From an optimization exercise on the open Yosys and OpenROAD flow, aimed at small area, a short achievable clock period and few clock cycles; shortcuts taken in it are not production practice. Power and IR drop assume default switching activity.

==> inputs of run H <==
==> flow/design.v <==
module kmsig_transport (
    input              clk,
    input              rst,
    input              ev_valid,
    output             ev_ready,
    input      [2:0]   ev_type,
    input      [7:0]   ev_data,
    output reg         ans_valid,
    output reg [1:0]   ans_code,
    output reg [7:0]   ans_byte,
    input              init,
    input      [6:0]   init_addr,
    input              dis,
    input              ui_we,
    input      [1:0]   ui_wave,
    input      [63:0]  ui_freq,
    input      [1:0]   chg_clr,
    output             idle,
    output     [1:0]   wave,
    output     [63:0]  freq,
    output     [135:0] str0,
    output     [135:0] str1,
    output     [1:0]   chg
);
    localparam EV_ADDRW  = 3'd0;
    localparam EV_ADDRR  = 3'd1;
    localparam EV_RXBYTE = 3'd2;
    localparam EV_TXBYTE = 3'd3;
    localparam EV_TERM   = 3'd4;
    localparam EV_BUSERR = 3'd5;
    localparam ANS_NONE = 2'd0;
    localparam ANS_ACK  = 2'd1;
    localparam ANS_NACK = 2'd2;
    localparam ANS_OUT  = 2'd3;
    localparam BS_IDLE = 2'd0;
    localparam BS_RX   = 2'd1;
    localparam BS_TX   = 2'd2;
    localparam [33:0] FMAX  = 34'd12500000000;
    localparam [27:0] RMAX  = 28'd134408602;       
    reg        armed;
    reg [6:0]  slave_addr;
    reg [1:0]  bus_state;
    reg [7:0]  rxbuf [0:7];
    reg [3:0]  rxlen;
    reg [7:0]  txbuf [0:3];
    reg        tx4;           
    reg [2:0]  txidx;
    reg [30:0] resp;          
    reg        resp_valid;    
    reg        pend1;         
    reg        busy;          
    reg [1:0]  div_cnt;
    reg [6:0]  div_rem;
    reg [27:0] fr;            
    reg [3:0]  m_cnt;         
    reg [6:0]  m_carry;
    reg [1:0]  wave_r;
    reg [63:0] freq_r;
    reg [6:0]  s0 [0:14];     
    reg [6:0]  s1 [0:14];
    reg [1:0]  chg_r;
    wire in_rx   = (bus_state == BS_RX);
    wire in_tx   = (bus_state == BS_TX);
    wire [1:0] rx_words = (rxlen[1:0] == 2'd0) ? rxlen[3:2] : 2'd0;
    wire rx_has_words = in_rx && (rx_words != 2'd0);
    assign ev_ready = !(busy && rx_has_words);
    wire accept  = ev_valid && ev_ready;
    wire is_addr = (ev_type == EV_ADDRW) || (ev_type == EV_ADDRR);
    wire ends_rx = (ev_type == EV_TERM) || is_addr;
    wire deliver = accept && ends_rx && rx_has_words;
    wire addr_match = armed && (ev_data[6:0] == slave_addr);
    wire [31:0] word0 = {rxbuf[0], rxbuf[1], rxbuf[2], rxbuf[3]};
    wire [31:0] word1 = {rxbuf[4], rxbuf[5], rxbuf[6], rxbuf[7]};
    wire        exec  = deliver || pend1;
    wire [31:0] w     = pend1 ? word1 : word0;
    wire [2:0]  tag   = w[31:29];
    wire        x_wave = exec && (tag == 3'd0);
    wire        x_freq = exec && (tag == 3'd1);
    wire        x_qry  = exec && (tag == 3'd5);
    wire        x_str  = exec && (tag == 3'd7) && (w[23:21] <= 3'd4);
    wire        sel    = w[25];
    wire [2:0]  slot   = w[23:21];
    function [1:0] enc_wave(input [1:0] idx);
        case (idx)
            2'd0:    enc_wave = 2'b10;    
            2'd1:    enc_wave = 2'b11;    
            2'd2:    enc_wave = 2'b01;    
            default: enc_wave = 2'b00;    
        endcase
    endfunction
    wire [27:0] fr_cmd = (w[28:0] > {1'b0, RMAX}) ? RMAX : w[27:0];
    wire        f_sat = (|freq_r[63:34]) || (freq_r[33:0] > FMAX);
    wire        c1    = (freq_r[9:0] >= 10'd978);
    wire        c2    = c1 && (&freq_r[19:10]);
    wire        c3    = c2 && (&freq_r[29:20]);
    reg  [9:0]  d_x;         
    reg         d_c;         
    always @(*) begin
        case (div_cnt)
            2'd1:    begin d_x = freq_r[29:20]; d_c = c2; end
            2'd2:    begin d_x = freq_r[19:10]; d_c = c1; end
            default: begin d_x = freq_r[9:0];   d_c = 1'b0; end
        endcase
    end
    wire        d_last = (div_cnt == 2'd3);
    wire [7:0]  d_r  = d_last ? ({1'b0, div_rem} + 8'd46) : {1'b0, div_rem};
    wire        d_wrap = (div_cnt == 2'd1) ? c3 : (div_cnt == 2'd2) ? c2 : c1;
    wire [10:0] d_s  = {3'd0, d_r} + {1'b0, d_x} + {10'd0, d_c};
    wire [10:0] d_u  = {d_s[10] & !d_wrap, d_s[9:0]};    
    reg  [3:0]  d_k;                                     
    reg  [6:0]  d_m;                                     
    always @(*) begin
        if      (d_u >= 11'd1023) begin d_k = 4'd11; d_m = 7'd127; end
        else if (d_u >= 11'd930)  begin d_k = 4'd10; d_m = 7'd34;  end
        else if (d_u >= 11'd837)  begin d_k = 4'd9;  d_m = 7'd69;  end
        else if (d_u >= 11'd744)  begin d_k = 4'd8;  d_m = 7'd104; end
        else if (d_u >= 11'd651)  begin d_k = 4'd7;  d_m = 7'd11;  end
        else if (d_u >= 11'd558)  begin d_k = 4'd6;  d_m = 7'd46;  end
        else if (d_u >= 11'd465)  begin d_k = 4'd5;  d_m = 7'd81;  end
        else if (d_u >= 11'd372)  begin d_k = 4'd4;  d_m = 7'd116; end
        else if (d_u >= 11'd279)  begin d_k = 4'd3;  d_m = 7'd23;  end
        else if (d_u >= 11'd186)  begin d_k = 4'd2;  d_m = 7'd58;  end
        else if (d_u >= 11'd93)   begin d_k = 4'd1;  d_m = 7'd93;  end
        else                      begin d_k = 4'd0;  d_m = 7'd0;   end
    end
    wire [6:0]  d_rem = d_u[6:0] - d_m;                  
    localparam [127:0] RT0 = 128'h000000000aaaaaaaaaaaaaaaaaaaaaaa;
    localparam [127:0] RT1 = 128'h00000000066666666666666666666666;
    localparam [127:0] RT2 = 128'h0000000014b4b4b4b4b4b4b4b4b4b4b4;
    localparam [127:0] RT3 = 128'h000000000d926d926d926d926d926d92;
    localparam [127:0] RT4 = 128'h0000000016db4924b6db4924b6db4924;
    localparam [127:0] RT5 = 128'h0000000018e38e38c71c71c738e38e38;
    localparam [127:0] RT6 = 128'h000000001f03f03f07e07e07c0fc0fc0;
    localparam [127:0] RT7 = 128'h000000001ffc003ff8007ff800fff000;
    localparam [127:0] RT8 = 128'h000000001fffffc000007fffff000000;
    localparam [127:0] RT9 = 128'h000000001fffffffffff800000000000;
    wire [9:0]  d_r11 = {RT9[div_rem], RT8[div_rem], RT7[div_rem], RT6[div_rem], RT5[div_rem], RT4[div_rem], RT3[div_rem], RT2[div_rem], RT1[div_rem], RT0[div_rem]};
    wire [9:0]  d_dig = d_r11 + {6'd0, d_k};
    wire [3:0]  m_dig = freq_r[3:0];
    localparam [15:0] MT0 = 16'haaaa;
    localparam [15:0] MT1 = 16'hcccc;
    localparam [15:0] MT2 = 16'h5a5a;
    localparam [15:0] MT3 = 16'h39c6;
    localparam [15:0] MT4 = 16'hf83e;
    localparam [15:0] MT5 = 16'had54;
    localparam [15:0] MT6 = 16'h9b32;
    localparam [15:0] MT7 = 16'h2da4;
    localparam [15:0] MT8 = 16'hce38;
    localparam [15:0] MT9 = 16'h0fc0;
    localparam [15:0] MT10 = 16'hf000;
    wire [10:0] m_tab = {MT10[m_dig], MT9[m_dig], MT8[m_dig], MT7[m_dig], MT6[m_dig], MT5[m_dig], MT4[m_dig], MT3[m_dig], MT2[m_dig], MT1[m_dig], MT0[m_dig]};
    wire [10:0] m_sum = m_tab + {4'd0, m_carry};
    always @(posedge clk) begin
        if (rst) begin
            armed      <= 1'b0;
            bus_state  <= BS_IDLE;
            resp_valid <= 1'b0;
            ans_valid  <= 1'b0;
            pend1      <= 1'b0;
            busy       <= 1'b1;       
            div_cnt    <= 2'd0;
            m_cnt      <= 4'd0;
        end else begin
            ans_valid <= accept;
            pend1     <= deliver && (rx_words == 2'd2);
            if (accept) begin
                case (ev_type)
                    EV_ADDRW, EV_ADDRR:
                        bus_state <= !addr_match ? BS_IDLE :
                                     (ev_type == EV_ADDRW) ? BS_RX : BS_TX;
                    EV_TERM, EV_BUSERR:
                        bus_state <= BS_IDLE;
                    default: ;
                endcase
            end
            if (dis)
                armed <= 1'b0;
            if (init) begin
                armed      <= 1'b1;
                bus_state  <= BS_IDLE;
                resp_valid <= 1'b0;
            end
            if (x_qry)
                resp_valid <= 1'b1;
            if (ui_we) begin
                busy    <= 1'b1;
                div_cnt <= 2'd0;
            end else if (busy) begin
                busy    <= !d_last;
                div_cnt <= div_cnt + 2'd1;
            end
            if (x_freq)
                m_cnt <= 4'd9;
            else if (m_cnt != 4'd0)
                m_cnt <= m_cnt - 4'd1;
        end
    end
    always @(posedge clk) begin
        if (init)
            slave_addr <= init_addr;
        if (accept) begin
            ans_code <= ANS_NONE;
            case (ev_type)
                EV_ADDRW, EV_ADDRR:
                    ans_code <= addr_match ? ANS_ACK : ANS_NACK;
                EV_RXBYTE:
                    if (in_rx)
                        ans_code <= rxlen[3] ? ANS_NACK : ANS_ACK;
                EV_TXBYTE:
                    if (in_tx)
                        ans_code <= ANS_OUT;
                default: ;
            endcase
        end
        if (accept && ev_type == EV_ADDRW)
            rxlen <= 4'd0;
        if (accept && ev_type == EV_RXBYTE && in_rx && !rxlen[3]) begin
            rxbuf[rxlen[2:0]] <= ev_data;
            rxlen <= rxlen + 4'd1;
        end
        if (accept && ev_type == EV_ADDRR && addr_match) begin
            txbuf[0] <= resp_valid ? resp[7:0] : 8'h00;
            txbuf[1] <= resp[15:8];
            txbuf[2] <= resp[23:16];
            txbuf[3] <= {1'b0, resp[30:24]};
            tx4      <= resp_valid;
            txidx    <= 3'd0;
        end
        if (accept && ev_type == EV_TXBYTE && in_tx) begin
            if (txidx == 3'd0 || (tx4 && !txidx[2])) begin
                ans_byte <= txbuf[txidx[1:0]];
                txidx    <= txidx + 3'd1;
            end else begin
                ans_byte <= 8'hFF;
            end
        end
        if (x_qry)
            resp <= {enc_wave(wave_r), 1'b0, fr};
        if (busy) begin
            div_rem <= (div_cnt == 2'd0) ? {2'd0, {1'b0, freq_r[33:30]} + {4'd0, c3}} : d_rem;
            if (div_cnt != 2'd0)
                fr  <= (d_last && f_sat) ? RMAX : {fr[17:0], d_dig};
        end
        if (x_freq)
            fr <= fr_cmd;
        if (x_freq)
            m_carry <= 7'd0;
        else
            m_carry <= m_sum[10:4];
    end
    always @(posedge clk) begin
        if (rst) begin
            wave_r <= 2'd3;
            freq_r <= 64'd0;
            chg_r  <= 2'b00;
        end else begin
            if (x_wave)
                wave_r <= {w[5] | w[2], w[4] | w[1]};
            if (x_freq)
                freq_r <= {35'd0, w[28:0]};
            else if (m_cnt != 4'd0)
                freq_r[35:0] <= {m_sum[3:0], freq_r[35:4]};
            if (ui_we) begin
                wave_r <= ui_wave;
                freq_r <= ui_freq;
            end
            chg_r <= (chg_r | ({1'b0, x_str} << sel)) & ~chg_clr;
        end
    end
    genvar g;
    generate
        for (g = 0; g < 15; g = g + 1) begin : g_str
            localparam [2:0] SL = g / 3;
            localparam       FI = g % 3;
            wire [6:0] fld = (FI == 0) ? w[20:14] : (FI == 1) ? w[13:7] : w[6:0];
            wire hit  = x_str && (slot == SL);
            wire hitz = x_str && (FI == 0) && (g > 0) && (slot == SL - 3'd1);
            always @(posedge clk) begin
                if (rst) begin
                    s0[g] <= 7'd0;
                    s1[g] <= 7'd0;
                end else begin
                    if ((hit || hitz) && !sel) s0[g] <= hit ? fld : 7'd0;
                    if ((hit || hitz) &&  sel) s1[g] <= hit ? fld : 7'd0;
                end
            end
            assign str0[8*g +: 8] = {1'b0, s0[g]};
            assign str1[8*g +: 8] = {1'b0, s1[g]};
        end
    endgenerate
    assign str0[135:120] = 16'd0;
    assign str1[135:120] = 16'd0;
    assign idle = !pend1 && !busy && (m_cnt == 4'd0);
    assign wave = wave_r;
    assign freq = freq_r;
    assign chg  = chg_r;
endmodule
==> flow/run.sh <==
#!/bin/bash
# synth_recipe.tcl (not shown) runs the flow's synth.tcl, then flattens the netlist and writes it again
# the make line also repeats each setting of config.mk as NAME=value (left out here)
make -C /OpenROAD-flow-scripts/flow DESIGN_CONFIG=/design/flow/config.mk WORK_HOME=/design/flow/orfs CLKGATE_MAP_FILE= SYNTH_SCRIPT=/design/flow/synth_recipe.tcl finish
==> flow/config.mk <==
export PLATFORM = sky130hd
export DESIGN_NAME = kmsig_transport
export DESIGN_NICKNAME = kmsig_transport
export VERILOG_FILES = /design/flow/design.v
export SDC_FILE = /design/flow/constraint.sdc
export NUM_CORES = 4
export LEC_CHECK = 0
export CAP_MARGIN = 20
export CORE_MARGIN = 2
export CORE_UTILIZATION = 40
export PLACE_DENSITY = 0.6
export SLEW_MARGIN = 20
==> flow/constraint.sdc <==
create_clock -name core_clock -period 6.0 [get_ports {clk}]
set_input_delay 1.2000 -clock core_clock [delete_from_list [all_inputs] [get_ports {clk}]]
set_output_delay 1.2000 -clock core_clock [all_outputs]
set_load 0.01 [all_outputs]
==> inputs of run B, as changes to run H <==
--- a/flow/design.v
+++ b/flow/design.v
@@ -90,52 +90,36 @@
     endfunction
     wire [27:0] fr_cmd = (w[28:0] > {1'b0, RMAX}) ? RMAX : w[27:0];
     wire        f_sat = (|freq_r[63:34]) || (freq_r[33:0] > FMAX);
-    wire        c1    = (freq_r[9:0] >= 10'd978);
-    wire        c2    = c1 && (&freq_r[19:10]);
-    wire        c3    = c2 && (&freq_r[29:20]);
-    reg  [9:0]  d_x;         
-    reg         d_c;         
+    wire [33:0] x     = freq_r[33:0] + 34'd46;      
+    reg  [6:0]  d_r;
+    reg  [9:0]  d_x;
     always @(*) begin
         case (div_cnt)
-            2'd1:    begin d_x = freq_r[29:20]; d_c = c2; end
-            2'd2:    begin d_x = freq_r[19:10]; d_c = c1; end
-            default: begin d_x = freq_r[9:0];   d_c = 1'b0; end
+            2'd0:    begin d_r = {3'd0, x[33:30]}; d_x = x[29:20]; end
+            2'd1:    begin d_r = div_rem;          d_x = x[19:10]; end
+            default: begin d_r = div_rem;          d_x = x[9:0];   end
         endcase
     end
-    wire        d_last = (div_cnt == 2'd3);
-    wire [7:0]  d_r  = d_last ? ({1'b0, div_rem} + 8'd46) : {1'b0, div_rem};
-    wire        d_wrap = (div_cnt == 2'd1) ? c3 : (div_cnt == 2'd2) ? c2 : c1;
-    wire [10:0] d_s  = {3'd0, d_r} + {1'b0, d_x} + {10'd0, d_c};
-    wire [10:0] d_u  = {d_s[10] & !d_wrap, d_s[9:0]};    
-    reg  [3:0]  d_k;                                     
-    reg  [6:0]  d_m;                                     
+    wire [10:0] d_u = {4'd0, d_r} + {1'b0, d_x};    
+    reg  [3:0]  d_k;                                 
+    reg  [10:0] d_m;                                 
     always @(*) begin
-        if      (d_u >= 11'd1023) begin d_k = 4'd11; d_m = 7'd127; end
-        else if (d_u >= 11'd930)  begin d_k = 4'd10; d_m = 7'd34;  end
-        else if (d_u >= 11'd837)  begin d_k = 4'd9;  d_m = 7'd69;  end
-        else if (d_u >= 11'd744)  begin d_k = 4'd8;  d_m = 7'd104; end
-        else if (d_u >= 11'd651)  begin d_k = 4'd7;  d_m = 7'd11;  end
-        else if (d_u >= 11'd558)  begin d_k = 4'd6;  d_m = 7'd46;  end
-        else if (d_u >= 11'd465)  begin d_k = 4'd5;  d_m = 7'd81;  end
-        else if (d_u >= 11'd372)  begin d_k = 4'd4;  d_m = 7'd116; end
-        else if (d_u >= 11'd279)  begin d_k = 4'd3;  d_m = 7'd23;  end
-        else if (d_u >= 11'd186)  begin d_k = 4'd2;  d_m = 7'd58;  end
-        else if (d_u >= 11'd93)   begin d_k = 4'd1;  d_m = 7'd93;  end
-        else                      begin d_k = 4'd0;  d_m = 7'd0;   end
-    end
-    wire [6:0]  d_rem = d_u[6:0] - d_m;                  
-    localparam [127:0] RT0 = 128'h000000000aaaaaaaaaaaaaaaaaaaaaaa;
-    localparam [127:0] RT1 = 128'h00000000066666666666666666666666;
-    localparam [127:0] RT2 = 128'h0000000014b4b4b4b4b4b4b4b4b4b4b4;
-    localparam [127:0] RT3 = 128'h000000000d926d926d926d926d926d92;
-    localparam [127:0] RT4 = 128'h0000000016db4924b6db4924b6db4924;
-    localparam [127:0] RT5 = 128'h0000000018e38e38c71c71c738e38e38;
-    localparam [127:0] RT6 = 128'h000000001f03f03f07e07e07c0fc0fc0;
-    localparam [127:0] RT7 = 128'h000000001ffc003ff8007ff800fff000;
-    localparam [127:0] RT8 = 128'h000000001fffffc000007fffff000000;
-    localparam [127:0] RT9 = 128'h000000001fffffffffff800000000000;
-    wire [9:0]  d_r11 = {RT9[div_rem], RT8[div_rem], RT7[div_rem], RT6[div_rem], RT5[div_rem], RT4[div_rem], RT3[div_rem], RT2[div_rem], RT1[div_rem], RT0[div_rem]};
-    wire [9:0]  d_dig = d_r11 + {6'd0, d_k};
+        if      (d_u >= 11'd1023) begin d_k = 4'd11; d_m = 11'd1023; end
+        else if (d_u >= 11'd930)  begin d_k = 4'd10; d_m = 11'd930;  end
+        else if (d_u >= 11'd837)  begin d_k = 4'd9;  d_m = 11'd837;  end
+        else if (d_u >= 11'd744)  begin d_k = 4'd8;  d_m = 11'd744;  end
+        else if (d_u >= 11'd651)  begin d_k = 4'd7;  d_m = 11'd651;  end
+        else if (d_u >= 11'd558)  begin d_k = 4'd6;  d_m = 11'd558;  end
+        else if (d_u >= 11'd465)  begin d_k = 4'd5;  d_m = 11'd465;  end
+        else if (d_u >= 11'd372)  begin d_k = 4'd4;  d_m = 11'd372;  end
+        else if (d_u >= 11'd279)  begin d_k = 4'd3;  d_m = 11'd279;  end
+        else if (d_u >= 11'd186)  begin d_k = 4'd2;  d_m = 11'd186;  end
+        else if (d_u >= 11'd93)   begin d_k = 4'd1;  d_m = 11'd93;   end
+        else                      begin d_k = 4'd0;  d_m = 11'd0;    end
+    end
+    wire [10:0] d_rem = d_u - d_m;
+    wire [9:0]  d_dig = {d_r, 3'd0} + {2'd0, d_r, 1'b0} + {3'd0, d_r} + {6'd0, d_k};
+    wire        d_last = (div_cnt == 2'd2);
     wire [3:0]  m_dig = freq_r[3:0];
     localparam [15:0] MT0 = 16'haaaa;
     localparam [15:0] MT1 = 16'hcccc;
@@ -237,9 +221,8 @@
         if (x_qry)
             resp <= {enc_wave(wave_r), 1'b0, fr};
         if (busy) begin
-            div_rem <= (div_cnt == 2'd0) ? {2'd0, {1'b0, freq_r[33:30]} + {4'd0, c3}} : d_rem;
-            if (div_cnt != 2'd0)
-                fr  <= (d_last && f_sat) ? RMAX : {fr[17:0], d_dig};
+            div_rem <= d_rem[6:0];
+            fr      <= (d_last && f_sat) ? RMAX : {fr[17:0], d_dig};
         end
         if (x_freq)
             fr <= fr_cmd;
==> qor summary <==
| quantity | run H | run B |
|---|---|---|
| Status | timing/DRC/antenna clean | failed layout checks |
| Layout check failures | - | setup timing |
| Grt met3 use | 4.24% | 6.75% |
| End of the worst register-to-register path | div_rem[4] | fr[9] |
| Placer congestion estimate | 0.946 | 0.856 |
| Areal power density over the cells | 379 nW/µm² | 371 nW/µm² |
| Clock Skew | 0.0457 ns | 0.0298 ns |
| Internal cell power | 0.00726 W | 0.00745 W |
| Layout clock area frac | 6.25% | 5.98% |
| Area of the die | 57,100 µm² | 57,300 µm² |
| Width of the die | 239 µm | 239 µm |
| Clk network pwr share | 30.9% | 29.9% |
| NonClk Buf Share | 16.3% | 18.0% |
| DP Area | 26,900 µm² | 27,400 µm² |
| Non-clk invs | 52 | 62 |
| Average cell area after synthesis | 9.60 µm² | 10.0 µm² |
| Die extent in y | 239 µm | 239 µm |
| Clk pwr | 0.00338 W | 0.00328 W |
| Delay of the slowest cell on the worst path | 0.54 ns | 0.43 ns |
| Routed metal-1 wire length | 30.6 mm | 33.1 mm |
| Req. time, crit path | 6.32 ns | 6.31 ns |
| Flop2flop setup slack | 0.27 ns | -0.18 ns |
| Area fraction in compound gates after synthesis | 17.2% | 16.1% |
| First-pass GRT wire length | 108 mm | 113 mm |
| Crit path time final | 5.73 ns | 6.18 ns |
| Post-synthesis cell area | 22,100 µm² | 22,100 µm² |
| Fraction of the yosys area taken by sequential cells | 51.9% | 51.8% |
| Count of cell instances traversed by the critical path | 27 | 30 |
No functional check of the RTL was part of any run of this note.

what the ideal ports hide:
Ports are ideal in the flow. The routed layouts listed here were re-timed in OpenROAD.
Step 1, drivers: a clkbuf_16 drives clk and a buf_2 each remaining input, both assumed.
Step 2, shift: input delay + t, output delay - t, t = (earliest + latest rising clock arrival at the registers) / 2. This alone moves slack from input paths to output paths.
a / b / c = no drivers / after step 1 / after step 2; a / b = the first two.
run | shift t [ns] | slack for setup (ns) | worst setup path at the end | cell pins on the clock port's net
run H | 0.659 | 0.268 / 0.268 / 0.268 | register to register | 1
run B | 0.645 | -0.177 / -0.177 / -0.177 | register to register | 1
